Source: an optimization exercise on an open RTL-to-GDS flow (aim: small area). Production flows keep margins and buffers that such runs may drop. The RTL was checked by simulation tests, not by an equivalence proof against the original design.

## run A
## hyi_telemetry
module hyi_telemetry (
    input  wire        clk,
    input  wire        rst,             
    input  wire        ev_valid,
    input  wire [15:0] ev_word,
    input  wire [4:0]  rd_addr,         
    output reg  [31:0] rd_data,
    output reg  [1:0]  chst_av,
    output reg  [1:0]  chst_pl,
    output reg  [1:0]  chst_jg,
    output reg         tick_running,
    output reg  [7:0]  seq,
    output reg  [7:0]  err_av,
    output reg  [7:0]  err_pl,
    output reg  [7:0]  err_jg,
    output reg  [2:0]  n_connected,     
    output reg  [2:0]  n_disconnected,
    output reg  [2:0]  n_open_error,
    output reg  [2:0]  n_errcnt,
    output reg  [1:0]  n_decoded,       
    output reg         n_sent,
    output reg         n_send_error,
    output wire        tx_valid,
    output wire [7:0]  tx_byte
);
Size in the first run: roughly 3,500 cells after synthesis, about 120 I/O pins.
export LEC_CHECK = 0
export CAP_MARGIN = 15
export CORE_MARGIN = 2
export CORE_UTILIZATION = 65
export SLEW_MARGIN = 15
create_clock -name core_clock -period 12.0 [get_ports {clk}]
standard.sh (not shown) runs the stock make flow with config.mk's settings and CLKGATE_MAP_FILE= SYNTH_SCRIPT=/design/flow/synth_recipe.tcl, a recipe that flattens the netlist after the stock synthesis.
==> flow/flow/run.sh <==
#!/bin/bash
# Own layout flow:
#  2. candidate netlists for the same design:
#     - the same ORFS synthesis with an area-oriented ABC script in place of
#       ORFS's delay-oriented one (flow/nf4.abc, flow/nf2.abc, flow/area.abc),
#     - the standard netlist with the gates between its flip-flops re-mapped
#       for area (flow/remap.tcl);
#     the smallest candidate whose flip-flops (instance names and cell types)
#     are exactly the standard synthesis's is kept;
#  3. the standard layout from that netlist (standard.sh), with the
#     clock tree built from clkbuf_8 leaf buffers in larger clusters and
#     without dummy loads, and the port buffers made with buf_1.
# Each tool's output goes to a log file of its own in the work folder.
set -euo pipefail
W=$(pwd)
R=$W/orfs/results/$FLOW_PLATFORM/hyi_telemetry/base
PDK=$FLOW_HOME/platforms/$FLOW_PLATFORM
LIB=$PDK/lib/sky130_fd_sc_hd__tt_025C_1v80.lib

bash standard.sh synth > $W/log_1_synth.txt 2>&1
cp $R/1_2_yosys.v $W/cand_standard.v

# ORFS synthesis with another ABC script
sed 's#log_cmd abc {\*}$abc_args#log_cmd abc -script $::env(ALT_ABC_SCRIPT) {*}[lrange $abc_args 2 end]#' \
  $FLOW_HOME/scripts/synth.tcl > $W/synth_alt.tcl
sed "s#source \$::env(SCRIPTS_DIR)/synth.tcl#source $W/synth_alt.tcl#" $W/synth_recipe.tcl > $W/synth_recipe_alt.tcl
pids=""
for s in nf4 nf2 area; do
  ( ALT_ABC_SCRIPT=$W/flow/$s.abc bash standard.sh synth WORK_HOME=$W/orfs_$s SYNTH_SCRIPT=$W/synth_recipe_alt.tcl \
      > $W/log_1_synth_$s.txt 2>&1 \
    && cp $W/orfs_$s/results/$FLOW_PLATFORM/hyi_telemetry/base/1_2_yosys.v $W/cand_$s.v ) || true &
  pids="$pids $!"
done

DONT_USE=$(sed -n '/^export DONT_USE_CELLS/,/^#/p' $PDK/config.mk | grep -o 'sky130_fd_sc_hd__[a-z0-9_]*' | tr '\n' ' ')
( REMAP_LIB=$LIB REMAP_FLOPS=$W/flow/flops.v REMAP_ABC=$W/flow/area.abc \
  REMAP_IN=$W/cand_standard.v REMAP_OUT=$W/cand_remap.v REMAP_TOP=$FLOW_TOP \
  REMAP_LOGDIR=$W REMAP_DONT_USE="$DONT_USE" \
  yosys -c $W/flow/remap.tcl > $W/log_2_remap.txt 2>&1 ) || rm -f $W/cand_remap.v
wait $pids || true

flops() { grep -E '^ *sky130_fd_sc_hd__(edfxtp|dfxtp|dfrtp|dfstp|dfxbp|edfxbp|dfrbp|dfsbp|dfbbp|dfbbn|dfrtn|dlx|dlr|sdf|sedf)[a-z0-9_]* ' $1 | awk '{print $1, $2}' | sort; }
flops $W/cand_standard.v > $W/flops_standard.txt
best=standard; best_area=""
for c in standard remap nf4 nf2 area; do
  f=$W/cand_$c.v
  [ -f $f ] || continue
  flops $f > $W/flops_$c.txt
  if ! cmp -s $W/flops_$c.txt $W/flops_standard.txt; then echo "$c: flip-flops differ" >> $W/log_3_choice.txt; continue; fi
  STAT_LIB=$LIB STAT_IN=$f STAT_TOP=$FLOW_TOP STAT_OUT=$W/cand_$c yosys -c $W/flow/stat.tcl > $W/log_3_stat_$c.txt 2>&1 || continue
  a=$(grep 'Chip area for module' $W/cand_$c.stat | awk '{print $NF}')
  echo "$c: $a" >> $W/log_3_choice.txt
  if [ -z "$best_area" ] || python3 -c "import sys; sys.exit(0 if $a < $best_area else 1)"; then best=$c; best_area=$a; fi
done
echo "chosen: $best $best_area" >> $W/log_3_choice.txt
cp $W/cand_$best.v $R/1_2_yosys.v
rm -f $R/1_synth.odb $R/1_synth.sdc

CTS="-sink_clustering_enable -repair_clock_nets -dont_use_dummy_load -buf_list sky130_fd_sc_hd__clkbuf_8 -sink_clustering_size 16 -sink_clustering_max_diameter 65"
bash standard.sh finish "CTS_ARGS=$CTS" "BUFFER_PORTS_ARGS=-buffer_cell sky130_fd_sc_hd__buf_1" > $W/log_4_layout.txt 2>&1
Other scripts of this flow, unchanged in this note and not shown: flow/flow/area.abc, flow/flow/flops.v, flow/flow/nf2.abc, flow/flow/nf4.abc, flow/flow/remap.tcl, flow/flow/stat.tcl
## Diff of input files: run Y against run A
Settings: swapping 15 for 20 in SLEW_MARGIN; swapping 15 for 20 in CAP_MARGIN; swapping 65 for 60 in CORE_UTILIZATION.
diff --git a/flow/flow/run.sh b/flow/flow/run.sh
--- a/flow/flow/run.sh
+++ b/flow/flow/run.sh
@@ -59 +59 @@
-CTS="-sink_clustering_enable -repair_clock_nets -dont_use_dummy_load -buf_list sky130_fd_sc_hd__clkbuf_8 -sink_clustering_size 16 -sink_clustering_max_diameter 65"
+CTS="-sink_clustering_enable -repair_clock_nets -dont_use_dummy_load -buf_list sky130_fd_sc_hd__clkbuf_8 -sink_clustering_size 16 -sink_clustering_max_diameter 70"
### Flow results
- Run Y went all the way through the flow, and no timing, DRC or antenna check failed.
- Hold slack ended up 25 ps lower on run Y than on run A.
- In the tables for run A and run Y, count of fill cells added during filler insertion reads lower with run A.
- Run Y against run A: layout overhead on the synthesized area shows an increase of 0.25 points, final area flat, post-detailed-routing wire length now sits higher.
- Run Y vs run A: fraction of standard cell area that is sequential down in run Y
- Relative to run A, the fmax of run Y is lower by 3.1%.
- Setup slack after layout: run Y lower than run A
- Going from run A to run Y, largest vdd supply drop shrinks by about 6%.

==> what the ideal ports hide <==
In the flow no input, the clock included, has a driving cell. The finished layouts below were timed again as built, in two steps. Step 1 (the two cells are an assumption about what drives the block):
set clk [get_ports {clk}]
set_driving_cell -lib_cell sky130_fd_sc_hd__clkbuf_16 $clk
set_driving_cell -lib_cell sky130_fd_sc_hd__buf_2 [delete_from_list [all_inputs] $clk]
Step 2 adds t to the input delays and takes it off the output delays; t is the mean of the earliest and latest rising clock arrival at the registers after step 1. Input paths then give back, and output paths get back, about the clock's delay inside the block. Three values: no drivers, after step 1, after step 2; two values: the first two.
run | t, ns | setup WS [ns] | worst hold slack (ns) | worst setup path after step 2 | cell pins on the clock port's net
run A | 0.918 | 4.273 / 4.195 / 3.475 | 0.456 / 0.456 / 0.456 | input to register | 1
run Y | 0.919 | 4.027 / 3.974 / 3.692 | 0.431 / 0.431 / 0.431 | input to register | 1
After both steps setup and hold are still met in every run listed. The setup slack of run A, which loses most, moves by -0.078 ns with the drivers and by -0.798 ns with both steps.
